This is an optimization exercise on Yosys and OpenROAD, whose aim is small area, not a production implementation.
In this exercise RTL edits were held to simulation tests only and were not proved equivalent to the original.
Power and IR drop assume default switching activity.

<file path="design/flow/run.sh">
#!/bin/bash
# synth_recipe.tcl (not shown) runs the flow's synth.tcl, then flattens the netlist and writes it again
# the make line also repeats each setting of config.mk as NAME=value (left out here)
make -C /OpenROAD-flow-scripts/flow DESIGN_CONFIG=/design/flow/config.mk WORK_HOME=/design/flow/orfs CLKGATE_MAP_FILE= SYNTH_SCRIPT=/design/flow/synth_recipe.tcl finish
</file>
<file path="design/flow/config.mk">
export PLATFORM = sky130hd
export DESIGN_NAME = tw_master
export DESIGN_NICKNAME = tw_master
export VERILOG_FILES = /design/flow/design.v
export SDC_FILE = /design/flow/constraint.sdc
export NUM_CORES = 4
export LEC_CHECK = 0
export ABC_AREA = 1
export CAP_MARGIN = 20
export CORE_MARGIN = 2
export CORE_UTILIZATION = 40
export CTS_BUF_LIST = sky130_fd_sc_hd__clkbuf_4
export SLEW_MARGIN = 20
</file>
<file path="design/flow/constraint.sdc">
create_clock -name core_clock -period 10.0 [get_ports {clk}]
set_input_delay 2.0000 -clock core_clock [delete_from_list [all_inputs] [get_ports {clk}]]
set_output_delay 2.0000 -clock core_clock [all_outputs]
set_load 0.01 [all_outputs]
</file>
<file path="design/flow/design.v">
module tw_ring #(
    parameter W     = 8,
    parameter NLANE = 16,
    parameter AW    = 4
) (
    input  wire          clk,
    input  wire          ins,        
    input  wire [W-1:0]  din,
    input  wire [AW-1:0] rsel,       
    output wire [W-1:0]  dout,
    output wire [W-1:0]  last        
);
    reg [W-1:0] lane [0:NLANE-1];
    integer p;
    always @(posedge clk) begin
        lane[0] <= ins ? din : lane[NLANE-1];
        for (p = 1; p < NLANE; p = p + 1)
            lane[p] <= lane[p-1];
    end
    assign dout = lane[rsel];
    assign last = lane[NLANE-1];
endmodule
module tw_master (
    input  wire        clk,
    input  wire        rst,
    input  wire        cmd_valid,
    output wire        cmd_ready,
    input  wire [31:0] cmd,
    output reg         done,
    output wire [7:0]  status,
    output reg  [7:0]  result,
    output wire        faulted,
    output wire [7:0]  fault_reason,
    input  wire        tx_we,
    input  wire [3:0]  tx_addr,
    input  wire [7:0]  tx_data,
    output wire        ev_valid,
    input  wire        ev_ready,
    output reg  [2:0]  ev_kind,
    output reg  [1:0]  ev_pin,
    output wire [7:0]  ev_arg,
    input  wire        smp_level,
    output reg         tw_init,
    output reg         tw_in_tx,
    output reg  [1:0]  tw_speed,
    input  wire [3:0]  rx_idx,
    output wire [7:0]  rx_data,
    output reg  [3:0]  dev_count,
    input  wire [2:0]  dl_idx,
    output wire [6:0]  dl_addr
);
    localparam [3:0] C_INIT = 4'h0, C_SPEED = 4'h1, C_START = 4'h2, C_STOP = 4'h3,
                     C_WB = 4'h4, C_RB = 4'h5, C_WBS = 4'h6, C_RBS = 4'h7,
                     C_SRW = 4'h8, C_SW = 4'h9, C_SR = 4'hA, C_SCAN = 4'hB, C_FREE = 4'hC;
    localparam [3:0] ST_OK = 4'h0, ST_CONFLICT = 4'h1, ST_ARB = 4'h3, ST_LCS = 4'h4,
                     ST_NOACK = 4'h5, ST_OUTSIDE = 4'h9, ST_OOM = 4'hB;
    localparam [2:0] EV_CFG = 3'd0, EV_LOW = 3'd1, EV_REL = 3'd2, EV_SMP = 3'd3, EV_WAIT = 3'd4;
    localparam [5:0]
        S_IDLE    = 6'd0,
        S_END     = 6'd1,    
        L_START   = 6'd2,    
        L_BYTE    = 6'd3,    
        SI_RELSDA = 6'd4,  SI_RELSCL = 6'd5,  SI_W = 6'd6,  SI_SMP = 6'd7,
        SR_RELSDA = 6'd8,  SR_W = 6'd9,  SR_RELSCL = 6'd10,
        ST_W1 = 6'd11, ST_LOWSDA = 6'd12, ST_W2 = 6'd13, ST_LOWSCL = 6'd14, ST_W3 = 6'd15,
        ST_RELSDA = 6'd16,
        SP_LOWSDA = 6'd17, SP_W1 = 6'd18, SP_RELSCL = 6'd19, SP_W2 = 6'd20, SP_RELSDA = 6'd21,
        SP_W3 = 6'd22,
        B_SDA = 6'd23, B_LOW1 = 6'd24, B_W1 = 6'd25, B_REL = 6'd26, B_WL = 6'd27, B_SMP = 6'd28,
        B_LOW2 = 6'd29, B_W2 = 6'd30, RB_REL = 6'd31,
        FF_SCL = 6'd32, FF_SDA = 6'd33,
        C_SCL = 6'd34, C_SDA = 6'd35;
    localparam [4:0]
        P_IDLE = 5'd0, P_CFG = 5'd1, P_START = 5'd2, P_STOP = 5'd3, P_WB = 5'd4, P_RB = 5'd5,
        P_CHK = 5'd6, P_WBS = 5'd7, P_RBS = 5'd8, P_FFNA = 5'd9, P_SRW_S = 5'd10,
        P_SRW_A = 5'd11, P_SRW_P = 5'd12, P_REG = 5'd13, P_SCAN_P = 5'd14;
    reg  [3:0] rot;           
    reg        init;          
    reg  [4:0] ph;
    reg  [5:0] ps;
    reg        sw;            
    reg  [3:0] polls;
    reg  [3:0] bitn;
    reg  [8:0] sh;            
    reg        err;           
    reg  [3:0] op;
    reg  [7:0] opa;
    reg  [7:0] opb;           
    reg  [1:0] scl_pin;
    reg  [1:0] sda_pin;
    reg  [3:0] st;
    reg  [3:0] fr;
    wire clr = rst | init;
    wire fire = ev_valid & ev_ready;
    assign status       = {4'd0, st};
    assign fault_reason = {4'd0, fr};
    assign faulted      = |fr;
    assign cmd_ready    = (ph == P_IDLE) & ~faulted & ~init;
    reg  [8:0] txl [0:15];
    wire [3:0] txq = tx_addr + rot;
    wire       txw = tx_we & cmd_ready;
    integer p;
    always @(posedge clk) begin
        for (p = 0; p < 16; p = p + 1) begin
            if (txw && txq == p)
                txl[p] <= {1'b1, tx_data};
            else if (p == 0)
                txl[p] <= {txl[15][8] & ~clr, txl[15][7:0]};
            else
                txl[p] <= txl[p-1];
        end
    end
    wire [3:0] l0   = 4'd1 - rot;                
    wire [3:0] irot = opb[3:0] + rot;
    wire       txslot = (irot == 4'd1);          
    wire       rxslot = (irot == 4'd15);         
    wire       rx_ins;
    wire [7:0] rx_out;
    tw_ring #(.W(8), .NLANE(16), .AW(4)) u_rx (
        .clk(clk), .ins(rx_ins | clr), .din(clr ? 8'd0 : sh[7:0]),
        .rsel(rx_idx + rot), .dout(rx_out), .last()
    );
    assign rx_data = init ? 8'd0 : rx_out;
    wire       dl_ins;
    wire [2:0] dcrot  = dev_count[2:0] + rot[2:0];
    wire       dlslot = (dcrot == 3'd7);
    tw_ring #(.W(7), .NLANE(8), .AW(3)) u_dl (
        .clk(clk), .ins(dl_ins), .din(opa[6:0]),
        .rsel(dl_idx + rot[2:0]), .dout(dl_addr), .last()
    );
    wire [7:0] c_a = cmd[23:16];
    wire [7:0] c_b = cmd[15:8];
    wire [7:0] c_c = cmd[7:0];
    wire [3:0] c_o = cmd[27:24];
    reg c_legal, c_reserved;
    always @(*) begin
        c_legal    = (cmd[31:28] == 4'h1) && (c_o <= C_FREE);
        c_reserved = 1'b0;
        case (c_o)
            C_INIT:             c_reserved = (c_c != 8'd0);
            C_SPEED:            c_reserved = (cmd[23:18] != 6'd0) || (cmd[15:0] != 16'd0);
            C_START, C_STOP, C_SCAN, C_FREE:
                                c_reserved = (cmd[23:0] != 24'd0);
            C_WB, C_WBS, C_RBS: c_reserved = (cmd[15:0] != 16'd0);
            C_RB:               c_reserved = (cmd[23:17] != 7'd0) || (cmd[15:0] != 16'd0);
            C_SRW:              c_reserved = (cmd[15:9] != 7'd0) || (c_c != 8'd0);
            C_SW, C_SR:         c_reserved = c_a[7] || (c_c != 8'd0);
            default:            c_reserved = 1'b0;
        endcase
    end
    wire c_needs_init = !(c_o == C_INIT || c_o == C_SPEED || c_o == C_STOP || c_o == C_FREE);
    wire c_byte_xfer  = (c_o[3:2] == 2'b01);
    wire c_len_op     = (c_o[3:1] == 3'b011);
    wire [7:0] s_delay = (tw_speed == 2'd0) ? 8'd40 : (tw_speed == 2'd1) ? 8'd20 :
                         (tw_speed == 2'd2) ? 8'd10 : 8'd5;
    assign ev_arg = (ps == B_WL) ? {s_delay[6:0], 1'b0} : s_delay;
    reg evv;
    always @(*) begin
        evv     = 1'b1;
        ev_kind = EV_WAIT;
        ev_pin  = sda_pin;
        case (ps)
            SI_RELSDA, SR_RELSDA, ST_RELSDA, SP_RELSDA, RB_REL, FF_SDA:
                ev_kind = EV_REL;
            SI_RELSCL, SR_RELSCL, SP_RELSCL, B_REL, FF_SCL:
                begin ev_kind = EV_REL; ev_pin = scl_pin; end
            SI_SMP, B_SMP:
                ev_kind = EV_SMP;
            ST_LOWSDA, SP_LOWSDA:
                ev_kind = EV_LOW;
            ST_LOWSCL, B_LOW1, B_LOW2:
                begin ev_kind = EV_LOW; ev_pin = scl_pin; end
            B_SDA:
                ev_kind = sh[8] ? EV_REL : EV_LOW;
            C_SCL:
                begin ev_kind = EV_CFG; ev_pin = scl_pin; end
            C_SDA:
                ev_kind = EV_CFG;
            SI_W, SR_W, ST_W1, ST_W2, ST_W3, SP_W1, SP_W2, SP_W3, B_W1, B_WL, B_W2: ;
            default: evv = 1'b0;
        endcase
        if (sw) begin
            ev_kind = EV_SMP;
            ev_pin  = scl_pin;
        end
    end
    assign ev_valid = evv | sw;
    wire rd     = (ph == P_RB) || (ph == P_RBS);
    wire bit8   = (bitn == 4'd8);
    wire smpbit = rd ^ bit8;                     
    wire last_i = ({1'b0, opb[3:0]} + 5'd1 == opa[4:0]);
    wire scan   = (op == C_SCAN);
    wire scan_last = (opa[6:0] == 7'h77);
    wire nack   = sh[0];
    wire at_end = (ps == S_END);
    assign rx_ins = at_end && (ph == P_RBS) && !err && rxslot;
    assign dl_ins = at_end && (ph == P_SCAN_P) && !err && !dev_count[3] && dlslot;
    always @(posedge clk) begin
        rot <= rot + 4'd1;
        if (rot == 4'd15)
            init <= 1'b0;
        done <= 1'b0;
        if (sw) begin
            if (fire) begin
                if (smp_level) begin
                    sw <= 1'b0;
                end else if (polls == 4'd11) begin
                    sw  <= 1'b0;
                    err <= 1'b1;
                    st  <= ST_LCS;
                    ps  <= FF_SCL;
                end else begin
                    polls <= polls + 4'd1;
                end
            end
        end else if (fire) begin
            case (ps)
                SI_RELSDA: ps <= SI_RELSCL;
                SI_RELSCL: ps <= SI_W;
                SI_W:      ps <= SI_SMP;
                SI_SMP: begin
                    if (smp_level) begin
                        ps <= ST_W1; sw <= 1'b1; polls <= 4'd0;
                    end else begin
                        ps <= FF_SCL; err <= 1'b1; st <= ST_ARB;
                    end
                end
                SR_RELSDA: ps <= SR_W;
                SR_W:      ps <= SR_RELSCL;
                SR_RELSCL: begin ps <= ST_W1; sw <= 1'b1; polls <= 4'd0; end
                ST_W1:     ps <= ST_LOWSDA;
                ST_LOWSDA: ps <= ST_W2;
                ST_W2:     ps <= ST_LOWSCL;
                ST_LOWSCL: ps <= ST_W3;
                ST_W3:     ps <= ST_RELSDA;
                ST_RELSDA: ps <= S_END;
                SP_LOWSDA: ps <= SP_W1;
                SP_W1:     ps <= SP_RELSCL;
                SP_RELSCL: begin ps <= SP_W2; sw <= 1'b1; polls <= 4'd0; end
                SP_W2:     ps <= SP_RELSDA;
                SP_RELSDA: ps <= SP_W3;
                SP_W3:     ps <= S_END;
                B_SDA:     ps <= B_LOW1;
                B_LOW1:    ps <= B_W1;
                B_W1:      ps <= B_REL;
                B_REL:     begin ps <= B_WL; sw <= 1'b1; polls <= 4'd0; end
                B_WL: begin
                    ps <= smpbit ? B_SMP : B_LOW2;
                    if (!smpbit && !bit8)
                        sh <= {sh[7:0], 1'b0};
                end
                B_SMP: begin
                    ps <= B_LOW2;
                    sh <= {sh[7:0], smp_level};
                end
                B_LOW2:    ps <= B_W2;
                B_W2: begin
                    bitn <= bitn + 4'd1;
                    if (bit8)
                        ps <= rd ? RB_REL : S_END;
                    else
                        ps <= B_SDA;
                end
                RB_REL:    ps <= S_END;
                FF_SCL:    ps <= FF_SDA;
                FF_SDA:    ps <= S_END;
                C_SCL:     ps <= C_SDA;
                C_SDA:     ps <= S_END;
                default: ;
            endcase
        end
        if (ps == L_START) begin
            err <= 1'b0;
            ps  <= tw_in_tx ? SR_RELSDA : SI_RELSDA;
        end
        if (ps == L_BYTE && (ph != P_WBS || txslot)) begin
            err  <= 1'b0;
            bitn <= 4'd0;
            ps   <= B_SDA;
            case (ph)
                P_WB:    sh <= {opa, 1'b1};
                P_RB:    sh <= {8'hFF, opa[0]};
                P_WBS:   sh <= {txl[0][7:0], 1'b1};
                P_RBS:   sh <= {8'hFF, last_i};
                P_SRW_A: sh <= (op == C_SRW) ? {opa, 1'b1} : {opa[6:0], opa[7], 1'b1};
                default: sh <= {opb, 1'b1};        
            endcase
        end
        if (ph == P_IDLE) begin
            if (cmd_valid && cmd_ready) begin
                op    <= c_o;
                opa   <= c_a;
                opb   <= c_b;
                polls <= 4'd0;
                err   <= 1'b0;
                if (!c_legal)
                    fr <= 4'h1;
                else if (c_reserved)
                    fr <= 4'h2;
                else if (c_needs_init && !tw_init)
                    fr <= 4'h3;
                else if (c_byte_xfer && !tw_in_tx)
                    fr <= 4'h4;
                else if (c_len_op && c_a > 8'd16)
                    fr <= 4'h9;
                else begin
                    case (c_o)
                        C_INIT: begin
                            if (c_a[7:2] != 6'd0 || c_b[7:2] != 6'd0)
                                fr <= 4'h5;
                            else if (c_a[1:0] == c_b[1:0])
                                fr <= 4'h6;
                            else if (tw_init) begin
                                st   <= (c_a[1:0] == scl_pin && c_b[1:0] == sda_pin)
                                        ? ST_OK : ST_CONFLICT;
                                done <= 1'b1;
                            end else begin
                                scl_pin <= c_a[1:0];
                                sda_pin <= c_b[1:0];
                                ph      <= P_CFG;
                                ps      <= C_SCL;
                            end
                        end
                        C_SPEED: begin
                            tw_speed <= c_a[1:0];
                            st       <= ST_OK;
                            done     <= 1'b1;
                        end
                        C_START: begin ph <= P_START; ps <= L_START; end
                        C_STOP: begin
                            if (!tw_in_tx) begin
                                st   <= ST_OUTSIDE;
                                done <= 1'b1;
                            end else begin
                                ph <= P_STOP; ps <= SP_LOWSDA;
                            end
                        end
                        C_WB: begin ph <= P_WB; ps <= L_BYTE; end
                        C_RB: begin ph <= P_RB; ps <= L_BYTE; end
                        C_WBS, C_RBS: begin
                            if (c_a == 8'd0) begin
                                st   <= ST_OK;
                                done <= 1'b1;
                            end else if (c_o == C_WBS) begin
                                ph <= P_CHK; ps <= S_END;
                            end else begin
                                ph <= P_RBS; ps <= L_BYTE;
                            end
                        end
                        C_SRW, C_SW, C_SR: begin ph <= P_SRW_S; ps <= L_START; end
                        C_SCAN: begin
                            dev_count <= 4'd0;
                            opa       <= 8'h08;
                            ph        <= P_SRW_S;
                            ps        <= L_START;
                        end
                        default: begin                   
                            dev_count <= 4'd0;
                            st        <= ST_OK;
                            done      <= 1'b1;
                        end
                    endcase
                end
            end
        end else if (at_end) begin
            case (ph)
                P_CFG: begin
                    tw_speed <= 2'd1;
                    tw_init  <= 1'b1;
                    st       <= ST_OK;
                    done     <= 1'b1;
                    ph       <= P_IDLE;
                    ps       <= S_IDLE;
                end
                P_START, P_STOP, P_WB, P_RB, P_FFNA: begin
                    tw_in_tx <= (ph == P_START) && !err ? 1'b1 :
                                (ph == P_WB || ph == P_RB) && !err ? tw_in_tx : 1'b0;
                    if (ph == P_FFNA)
                        st <= ST_NOACK;
                    else if (!err)
                        st <= ST_OK;
                    if ((ph == P_WB || ph == P_RB) && !err)
                        result <= sh[7:0];
                    done <= 1'b1;
                    ph   <= P_IDLE;
                    ps   <= S_IDLE;
                end
                P_CHK: begin
                    if ({1'b0, l0} < opa[4:0] && !txl[0][8]) begin
                        fr <= 4'hA;
                        ph <= P_IDLE;
                        ps <= S_IDLE;
                    end else begin
                        polls <= polls + 4'd1;
                        if (polls == 4'd15) begin
                            ph <= P_WBS;
                            ps <= L_BYTE;
                        end
                    end
                end
                P_WBS: begin
                    if (err) begin
                        tw_in_tx <= 1'b0;
                        done <= 1'b1; ph <= P_IDLE; ps <= S_IDLE;
                    end else if (nack) begin
                        ph <= P_FFNA; ps <= FF_SCL;
                    end else if (last_i) begin
                        st <= ST_OK;
                        done <= 1'b1; ph <= P_IDLE; ps <= S_IDLE;
                    end else begin
                        opb <= opb + 8'd1;
                        ps  <= L_BYTE;
                    end
                end
                P_RBS: begin
                    if (err) begin
                        tw_in_tx <= 1'b0;
                        done <= 1'b1; ph <= P_IDLE; ps <= S_IDLE;
                    end else if (rxslot) begin
                        if (last_i) begin
                            st <= ST_OK;
                            done <= 1'b1; ph <= P_IDLE; ps <= S_IDLE;
                        end else begin
                            opb <= opb + 8'd1;
                            ps  <= L_BYTE;
                        end
                    end
                end
                P_SRW_S: begin
                    if (err) begin
                        tw_in_tx <= 1'b0;
                        if (scan) dev_count <= 4'd0;
                        done <= 1'b1; ph <= P_IDLE; ps <= S_IDLE;
                    end else begin
                        tw_in_tx <= 1'b1;
                        ph <= P_SRW_A; ps <= L_BYTE;
                    end
                end
                P_SRW_A: begin
                    if (err) begin
                        tw_in_tx <= 1'b0;
                        if (scan) dev_count <= 4'd0;
                        done <= 1'b1; ph <= P_IDLE; ps <= S_IDLE;
                    end else if (nack) begin
                        if (op != C_SRW || opb[0]) begin
                            ph <= P_SRW_P; ps <= SP_LOWSDA;
                        end else begin
                            st <= ST_NOACK;
                            done <= 1'b1; ph <= P_IDLE; ps <= S_IDLE;
                        end
                    end else begin
                        case (op)
                            C_SW: begin ph <= P_REG; ps <= L_BYTE; end
                            C_SR: begin
                                if (opa[7]) begin
                                    st <= ST_OK;
                                    done <= 1'b1; ph <= P_IDLE; ps <= S_IDLE;
                                end else begin
                                    ph <= P_REG; ps <= L_BYTE;
                                end
                            end
                            C_SCAN: begin ph <= P_SCAN_P; ps <= SP_LOWSDA; end
                            default: begin
                                st <= ST_OK;
                                done <= 1'b1; ph <= P_IDLE; ps <= S_IDLE;
                            end
                        endcase
                    end
                end
                P_SRW_P: begin
                    tw_in_tx <= 1'b0;
                    if (scan) begin
                        if (scan_last) begin
                            result <= {4'd0, dev_count};
                            st <= ST_OK;
                            done <= 1'b1; ph <= P_IDLE; ps <= S_IDLE;
                        end else begin
                            opa <= opa + 8'd1;
                            ph <= P_SRW_S; ps <= L_START;
                        end
                    end else begin
                        st <= ST_NOACK;
                        done <= 1'b1; ph <= P_IDLE; ps <= S_IDLE;
                    end
                end
                P_REG: begin
                    if (err) begin
                        tw_in_tx <= 1'b0;
                        done <= 1'b1; ph <= P_IDLE; ps <= S_IDLE;
                    end else if (nack) begin
                        ph <= P_FFNA; ps <= FF_SCL;
                    end else if (op == C_SR) begin
                        opa[7] <= 1'b1;
                        ph <= P_SRW_S; ps <= L_START;
                    end else begin
                        st <= ST_OK;
                        done <= 1'b1; ph <= P_IDLE; ps <= S_IDLE;
                    end
                end
                P_SCAN_P: begin
                    tw_in_tx <= 1'b0;
                    if (err) begin
                        dev_count <= 4'd0;
                        done <= 1'b1; ph <= P_IDLE; ps <= S_IDLE;
                    end else if (dev_count[3]) begin
                        dev_count <= 4'd0;
                        st <= ST_OOM;
                        done <= 1'b1; ph <= P_IDLE; ps <= S_IDLE;
                    end else if (dlslot) begin
                        dev_count <= dev_count + 4'd1;
                        if (scan_last) begin
                            result <= {4'd0, dev_count + 4'd1};
                            st <= ST_OK;
                            done <= 1'b1; ph <= P_IDLE; ps <= S_IDLE;
                        end else begin
                            opa <= opa + 8'd1;
                            ph <= P_SRW_S; ps <= L_START;
                        end
                    end
                end
                default: begin ph <= P_IDLE; ps <= S_IDLE; end
            endcase
        end
        if (rst) begin
            rot       <= 4'd1;
            init      <= 1'b1;
            ph        <= P_IDLE;
            ps        <= S_IDLE;
            sw        <= 1'b0;
            done      <= 1'b0;
            st        <= ST_OK;
            fr        <= 4'd0;
            result    <= 8'd0;
            tw_init   <= 1'b0;
            tw_in_tx  <= 1'b0;
            tw_speed  <= 2'd0;
            dev_count <= 4'd0;
        end
    end
endmodule
</file>
==> metrics.md, run 1 <==
| Metric | Value |
|---|---|
| Drt drc | 0 |
| TritonRoute pass-1 iters | 6 |
| CP bufs+invs | 4 |
| Starting density of the core | 40.6% |
| CP Capture Type | output pin |
| Global-route wire length before repair | 81300 um |
| Hold Path Origin | u_rx.lane[13][1] |
| Worst ir drop on vdd | 0.130 mV |
| Core area | 43200 um2 |
| Clock latency (worst-skew pair) | 0.84 ns |
| Mean post-synth cell area | 8.09 um2 |
| DP Cell Count | 2806 |
| Synth area leader | dfxtp_1 |
| Largest net degree at the start of global routing | 40 |
| Post-Layout Inst Area | 20500 um2 |
| Via count | 15600 |
| Ys async rst share | 0% |
| Synth top area cells | dfxtp_1 43%, nand2_1 8.9%, o21ai_0 6.2% |
| Initial antenna violation count | 1 |
| CTS Buf Count | 103 |
| Flops & latches, synth | 412 |
| Worst Setup SP | dl_idx[0] |
| Die ar. | 45500 um2 |
| Final hold violations | 0 |
| NumNets Final | 2419 |
| HPWL Detailed | 38100 um |
| Placement row count | 76 |
| Port bufs | 111 |
| Max Slew Vio Count | 0 |
| Cell count after synthesis | 2165 |
| Slew headroom | 32.7% |
| Setup slack after layout | 2.12 ns |
| Main synth FF type | dfxtp_1 |
| Die height | 213 um |
| Data required time of the worst path | 8.00 ns |
| Critical Path AT | 5.88 ns |
| FMAX | 127 MHz |
| Vias/cell | 5.20 |
| Vias in the first global route | 15000 |
| CTS tree | done |
| CTS clk-pin slew, worst paths | 0.07 ns |
| Number of synthesized flops with an enable pin | 33 |
| HP Class | register to register |
| Worst-margin pin slew | 1.00 ns |
| Critical Path Fanout Max | 24 |
| Number of distinct library cells after synthesis | 70 |
| Overall Global Routing Usage | 23.0% |
| Pre-CTS setup slack | 2.13 ns |
| RSZ-0062 raised after global routing | false |
| Final-report setup violation count | 0 |
| Post-Route WL | 51500 um |
| Slowest CP cell | nor3_1 |
| Largest delay contributor family on the critical path | simple AND/OR/NAND/NOR gates |
| Number of buffers on the longest clock path | 3 |
| Post-CTS Resized | 0 |
| CP max stage delay | 0.88 ns |
| Total Power | 4.19 mW |
| Setup TNS | 0 ns |
| CTS root buffer | clkbuf_4 |
| Setup Fix Bufs, Post-CTS | 0 |
| Number of routed nets with antenna violations | 0 |
| Finished Layout Cells | 2992 |
| Area Overhead vs Synth | 17.2% |
| Worst Path Class, Setup | input pin to output pin |
| 1st-iter DRT viols | 1327 |
| Yosys warnings | 6 |
| Post-synth top area share | 43.3% |
| Worst clock skew | 0.0623 ns |
| Num ports | 121 |
| Drt wl/cell | 17.2 um |
| Startpoint Class | input pin |
| CTS Sinks | 412 |
| Die width | 213 um |
| Hold-fix buffers, CTS | 0 |
| Post-Syn Area | 17500 um2 |
| Final min period | 7.88 ns |
| Proportion of layout cells with a drive suffix above 1 | 11.0% |
| Part of the Yosys area used for sequential elements | 49.0% |
| # H-tree levels | 3 |
| MaxCap Viol Count | 0 |
| Final Cycle Share | 78.8% |
| Post-DP Area | 19200 um2 |
| Status | no timing/DRC/antenna violations |
| Gp weighted congestion | 0.913 |
| # fillers | 4356 |
| Worst flop-to-flop path startpoint | rot[0] |
| Power density cells | 204 nW/um2 |
| Static Leakage | 8.34 nW |
| Gr ovfl total | 0 |
| CP Cell Sequence | clkdlybuf4s50_1 > ha_1 > fa_1 > inv_1 > or2_2 > nand2_1 > inv_1 > nor3_1 > a221oi_1 > a41oi_1 > clkdlybuf4s50_1 |
state kept, by name, summed over array words and instances (netlist names), 5 cells and up:
signal and cells:
sh 9, result 8, ps 6, opa 8, u_rx.lane 128, u_dl.lane 56, txl 144, ph 5
opb 8
synth_stat cells (9+ instances only):
cell and n:
nor2_1 157, o21ai_0 218, a41oi_1 9, a32o_1 16, a211oi_1 20, o22ai_1 15, nand2_1 417, dfxtp_1 379
ha_1 31, nand2_2 14, nor3_1 50, nand3_1 142, nor2_2 10, buf_4 11, a21oi_1 87, inv_2 23
xnor2_1 18, inv_1 246, edfxtp_1 33, a31oi_1 13, xor2_1 13, o211ai_1 16, nand4_1 19, nor4_1 15
o2111ai_1 10, a221oi_1 10, clkbuf_1 61
where the power goes:
part           internal [mW]  switching, mW
clock network          0.772          0.687
logic                  0.278          0.607
registers               1.75          0.101
total                   2.80           1.39
kinds of logic (layout without fill, tap and decap cells):
| kind of cell | after synthesis | after routing | synth area share [%] |
|---|---|---|---|
| muxes | 2 | 2 | 0.129 |
| AOI/OAI and AO/OA | 467 | 467 | 16.4 |
| other | 1 | 10 | 0.0214 |
| xor gates and xnor gates | 31 | 31 | 1.55 |
| and+or+nand+nor | 866 | 866 | 22.2 |
| adders and majority gates | 36 | 36 | 2.79 |
| DFF | 412 | 412 | 49.0 |
| buffers and inverters | 350 | 583 | 7.86 |
worst paths after layout:
check	to	slack [ns]	cells past startpoint
setup / recovery	dl_addr[3]	2.12	11
hold / removal	u_rx.lane[14][1]	0.31	0
setup reg to reg	sh[3]	6.08	10
hold reg to reg	u_rx.lane[14][1]	0.31	0
layout by cell type, fill, tap and decap left out, types with 10 or more instances in the layout:
cell type / instances
dfxtp_1: 379
o211ai_1: 16
clkbuf_4: 144
inv_1: 246
xor2_1: 13
buf_4: 13
nor2_1: 156
ha_1: 31
nor3_1: 50
a31oi_1: 13
nand2_2: 14
o2111ai_1: 10
xnor2_1: 18
clkdlybuf4s50_1: 111
a21oi_1: 87
a32o_1: 16
edfxtp_1: 33
a221oi_1: 10
nor4_1: 15
nor2_2: 11
nand4_1: 19
nand3_1: 142
a211oi_1: 20
o22ai_1: 15
nand2_1: 417
clkinv_1: 29
o21ai_0: 218
inv_2: 25
layer usage:
metal | part of all wire, % | wire length (um) | GRT usage [%] | vias up
met5 | 0 | 0 | 0 | -
met4 | 2.6 | 1350 | 8.19 | 0
met3 | 7.1 | 3650 | 5.60 | 100
met2 | 44 | 22600 | 35.5 | 551
met1 | 46 | 23900 | 31.2 | 7250
li1 | - | - | - | 7672
layout make-up:
type                    instances  area (um2)  share of cell area, %
diodes                          1        2.50                 0.0122
clock buffers                 144        1080                   5.27
clock inverters                41         284                   1.38
inverters                     274        1040                   5.09
multi-input cells            1411        7590                   37.0
flip-flops and latches        412        8580                   41.8
well taps                     585         732                   3.57
repair buffers                124        1210                   5.89
worst reg2reg max path, delay by kind of cell (launching register included):
kind                     cells  cell delay [ns]
buffers and inverters        2             0.74
flip-flops                   1             0.65
AO/OA/AOI/OAI                3             0.88
XOR/XNOR                     1             0.21
AND/OR/NAND/NOR              2             0.63
adder cells (fa/ha/maj)      2             0.65
metrics by stage:
stage,hold WS [ns],util [%]
final,0.306,47.5
after global routing,0.333,47.5
after CTS,0.314,47.5
after detailed placement,0.335,44.4
after global placement,0.334,44.4
after floorplan,0.326,-
==> inputs of run 2 (changes only) <==
--- a/design/flow/config.mk
+++ b/design/flow/config.mk
@@ -6,8 +6,6 @@
 export NUM_CORES = 4
 export LEC_CHECK = 0
-export ABC_AREA = 1
 export CAP_MARGIN = 20
 export CORE_MARGIN = 2
 export CORE_UTILIZATION = 40
-export CTS_BUF_LIST = sky130_fd_sc_hd__clkbuf_4
 export SLEW_MARGIN = 20
==> run 2 against run 1 <==
  * Global-route usage fell by 0.82 points
  * Critical path depth did not move
  * Clock-buffer cell count fell by 88
  * Clock power up 12%
  * Critical endpoint is now rx_data[1]
  * Largest cell class unchanged
  * Synthesized cell count fell by 19%
==> metrics.md, run 2 <==
| Metric | Value |
|---|---|
| Placement row count | 76 (unchanged) |
| Worst ir drop on vdd | 0.153 mV (+18%) |
| Post-DP Area | 19200 um2 (+0.25%) |
| Largest delay contributor family on the critical path | simple AND/OR/NAND/NOR gates |
| Final min period | 7.86 ns (-0.0199 ns) |
| Status | no timing/DRC/antenna violations |
| Commonest non-fill, non-tap cells in the layout | 379 x dfxtp_1, 144 x nand2_1, 141 x nor2_1, 137 x mux2_2, 110 x clkdlybuf4s50_1 |
| # H-tree levels | 2 (-1) |
| Starting density of the core | 40.6% (+0.076 points) |
| Post-Layout Inst Area | 20700 um2 (+0.85%) |
| Biggest regs | txl x144, u_rx.lane x128, u_dl.lane x56 |
| CTS Sinks | 412 (unchanged) |
| HP Class | register to register |
| HPWL Detailed | 35800 um (-6.0%) |
| Yosys warnings | 6 (unchanged) |
| Setup Fix Bufs, Post-CTS | 0 (unchanged) |
| DP Cell Count | 2388 (-15%) |
| Static Leakage | 7.93 nW (-5.0%) |
| Post-Syn Area | 17600 um2 (+0.41%) |
| Clock latency (worst-skew pair) | 0.57 ns (-0.27 ns) |
| Critical Path AT | 5.86 ns (-0.02 ns) |
| Area Overhead vs Synth | 17.7% |
| Num ports | 121 (unchanged) |
| Mean post-synth cell area | 9.98 um2 (+23%) |
| Die ar. | 45600 um2 (+0.40%) |
| Worst-margin pin slew | 1.01 ns (+0.00635 ns) |
| Number of routed nets with antenna violations | 0 (unchanged) |
| Main synth FF type | dfxtp_1 |
| Gp weighted congestion | 0.962 (+5.3%) |
| Biggest register | txl |
| MaxCap Viol Count | 0 (unchanged) |
| Finished Layout Cells | 2469 (-17%) |
| Critical Path Fanout Max | 12 (-50%) |
| Setup TNS | 0 ns (unchanged) |
| Cell count along the critical path | 11 (unchanged) |
| Max reg flops | 144 (unchanged) |
| Overall Global Routing Usage | 22.2% (-0.82 points) |
| Worst r2r path cells | 11 (+1) |
| CTS clk-pin slew, worst paths | 0.06 ns (about the same) |
| Diodes inserted | 0 (-1) |
| CP max stage delay | 0.80 ns (-0.08 ns) |
| Slew headroom | 32.3% (-0.39 points) |
| Hold-fix buffers, CTS | 0 (unchanged) |
| CP Cell Sequence | clkdlybuf4s50_1 > ha_1 > a21o_1 > a21oi_1 > xnor2_1 > nand2_1 > nor2_1 > a22oi_1 > nand4_1 > o221a_2 > clkdlybuf4s50_1 |
| Number of distinct library cells after synthesis | 101 (+44%) |
| CP Capture Type | output pin |
| Post-CTS Resized | 0 (unchanged) |
| Via count | 13900 (-11%) |
| Number of synthesized flops with an enable pin | 33 (unchanged) |
| Hold slack | 0.344 ns (+0.0386 ns) |
| RSZ-0062 raised after global routing | false |
| Post-Route WL | 50300 um (-2.4%) |
| Ys async rst share | 0% (unchanged) |
| Most frequent CP cell | clkdlybuf4s50_1 |
| # fillers | 4031 (-7.5%) |
| CTS tree | done |
| Part of the Yosys area used for sequential elements | 48.8% (-0.20 points) |
| TritonRoute pass-1 iters | 5 (-1) |
| Number of buffers on the longest clock path | 3 (unchanged) |
| Most common cell after layout, fill and taps aside | dfxtp_1 |
| Final-report setup violation count | 0 (unchanged) |
| Core area | 43300 um2 (+0.22%) |
| Startpoint Class | input pin |
| Drt drc | 0 (unchanged) |
| Hold path cells | 0 (unchanged) |
| Worst clock skew | 0.0233 ns (-0.0390 ns) |
| Setup slack after layout | 2.14 ns (+0.0199 ns) |
| Die height | 214 um (+0.20%) |
| Total Power | 3.54 mW (-15%) |
| Final hold violations | 0 (unchanged) |
| Slowest CP cell | xnor2_1 |
| NumNets Final | 1942 (-20%) |
| CP bufs+invs | 2 (-2) |
| Port bufs | 111 (unchanged) |
| Global-route wire length before repair | 78900 um (-2.9%) |
| Final Cycle Share | 78.6% (-0.20 points) |
| Gr ovfl total | 0 (unchanged) |
| Final Util | 47.8% (+0.30 points) |
| Synth top area cells | dfxtp_1 43%, mux2_2 8.8%, edfxtp_1 5.6% |
| Data required time of the worst path | 8.00 ns (about the same) |
| Largest net degree at the start of global routing | 42 (+5.0%) |
| CTS root buffer | clkbuf_16 |
| Count leader, synth | dfxtp_1 |
| Max Slew Vio Count | 0 (unchanged) |
| Vias/cell | 5.64 (+8.4%) |
| Cell count after synthesis | 1761 (-19%) |
| FMAX | 127 MHz (+0.25%) |
| Vias in the first global route | 13600 (-8.8%) |
| Flops & latches, synth | 412 (unchanged) |
| CTS Buf Count | 44 (-57%) |
| 1st-iter DRT viols | 1239 (-6.6%) |
| Pre-CTS setup slack | 2.02 ns (-0.110 ns) |
| Drt wl/cell | 20.4 um (+18%) |
| Proportion of layout cells with a drive suffix above 1 | 16.1% (+5.2 points) |
| Synth area leader | dfxtp_1 |
| Power density cells | 171 nW/um2 (-16%) |
| Die width | 214 um (+0.20%) |
| Top cells by count, synth | 379 x dfxtp_1, 144 x nand2_1, 142 x nor2_1, 137 x mux2_2, 88 x a21oi_1 |
| Worst Path Class, Setup | input pin to output pin |
| Post-synth top area share | 43.2% (-0.18 points) |
| Initial antenna violation count | 0 (-1) |
run 2: changes by cell type in the layout (fill, tap and decap cells not counted), moves of 16 or more:
cell       before  now
nor2b_1         0   20
nand2b_1        0   27
clkbuf_4      144    0
a22oi_1         2   46
clkinv_1       29    2
nand2_1       417  144
mux2_2          2  137
nand3_1       142   46
o21ai_0       218   84
inv_1         246   42
nor3_1         50   34
inv_2          25    0
clkbuf_16       0   45
run 2: power breakdown:
group,switching (mW),internal [mW],leakage (nW)
clock network,0.681,0.947,0.739
registers,0.00890,1.66,3.35
logic,0.155,0.0874,3.84
run 2: final timing paths:
path              startpoint               to  slack (ns)
max                rx_idx[1]       rx_data[1]        2.14
min          u_dl.lane[6][4]  u_dl.lane[7][4]        0.34
max reg2reg            ph[2]            ps[0]        5.92
min reg2reg  u_dl.lane[6][4]  u_dl.lane[7][4]        0.34
run 2: area by class of cell:
cell class | count | area [um2] | share of cell area (%)
Clock buffer | 56 | 1250 | 6.03
Clock inverter | 25 | 231 | 1.12
Inverter | 44 | 165 | 0.798
Multi-Input combinational cell | 1218 | 8510 | 41.1
Sequential cell | 412 | 8580 | 41.4
Tap cell | 585 | 732 | 3.54
Timing Repair Buffer | 129 | 1240 | 5.98
run 2: kinds of logic after synthesis:
family / Yosys count / synth area share [%]
xor+xnor: 54 / 2.78
buf+inv: 139 / 3.20
flops: 412 / 48.8
mux: 158 / 10.5
other cells: 1 / 0.0213
fa+ha+maj: 36 / 2.78
simple gates: 550 / 15.7
compound gates: 411 / 16.3
run 2: worst reg2reg max path, delay by kind of cell, from the launching register on:
| family | cells | cell delay [ns] |
|---|---|---|
| AOI/OAI and AO/OA | 7 | 1.75 |
| and+or+nand+nor | 2 | 1.32 |
| DFF | 1 | 0.33 |
| buffers and inverters | 1 | 0.28 |
| adders and majority gates | 1 | 0.27 |
run 2: layer usage:
layer | vias up | global-route usage, % | share of wire [%]
li1 | 6597 | - | -
met1 | 6710 | 30.8 | 46
met2 | 519 | 35.0 | 45
met3 | 102 | 4.31 | 7.0
met4 | 0 | 6.61 | 2.7
met5 | - | 0 | 0

-- separate check: timing with driven ports --
Ports are ideal in the flow. The routed layouts listed here were re-timed in OpenROAD.
Step 1: set_driving_cell puts a clkbuf_16 on clk and a buf_2 on each other input, an assumption about the parent block.
Step 2 moves the port delays by t, midway between the first and last clock arrival at a register: inputs arrive t later, outputs are due t later. That takes back most of the time a late clock gives input paths.
Slacks: no drivers / after step 1 / after step 2; pairs: no drivers / after step 1.
run	shift t [ns]	setup slack, ns	worst register clock-pin slew, ns
run 1	0.865	2.119 / 2.094 / 2.094	0.08 / 0.08
run 2	0.611	2.139 / 2.114 / 2.114	0.06 / 0.06
After both steps setup and hold are still met in every run listed.
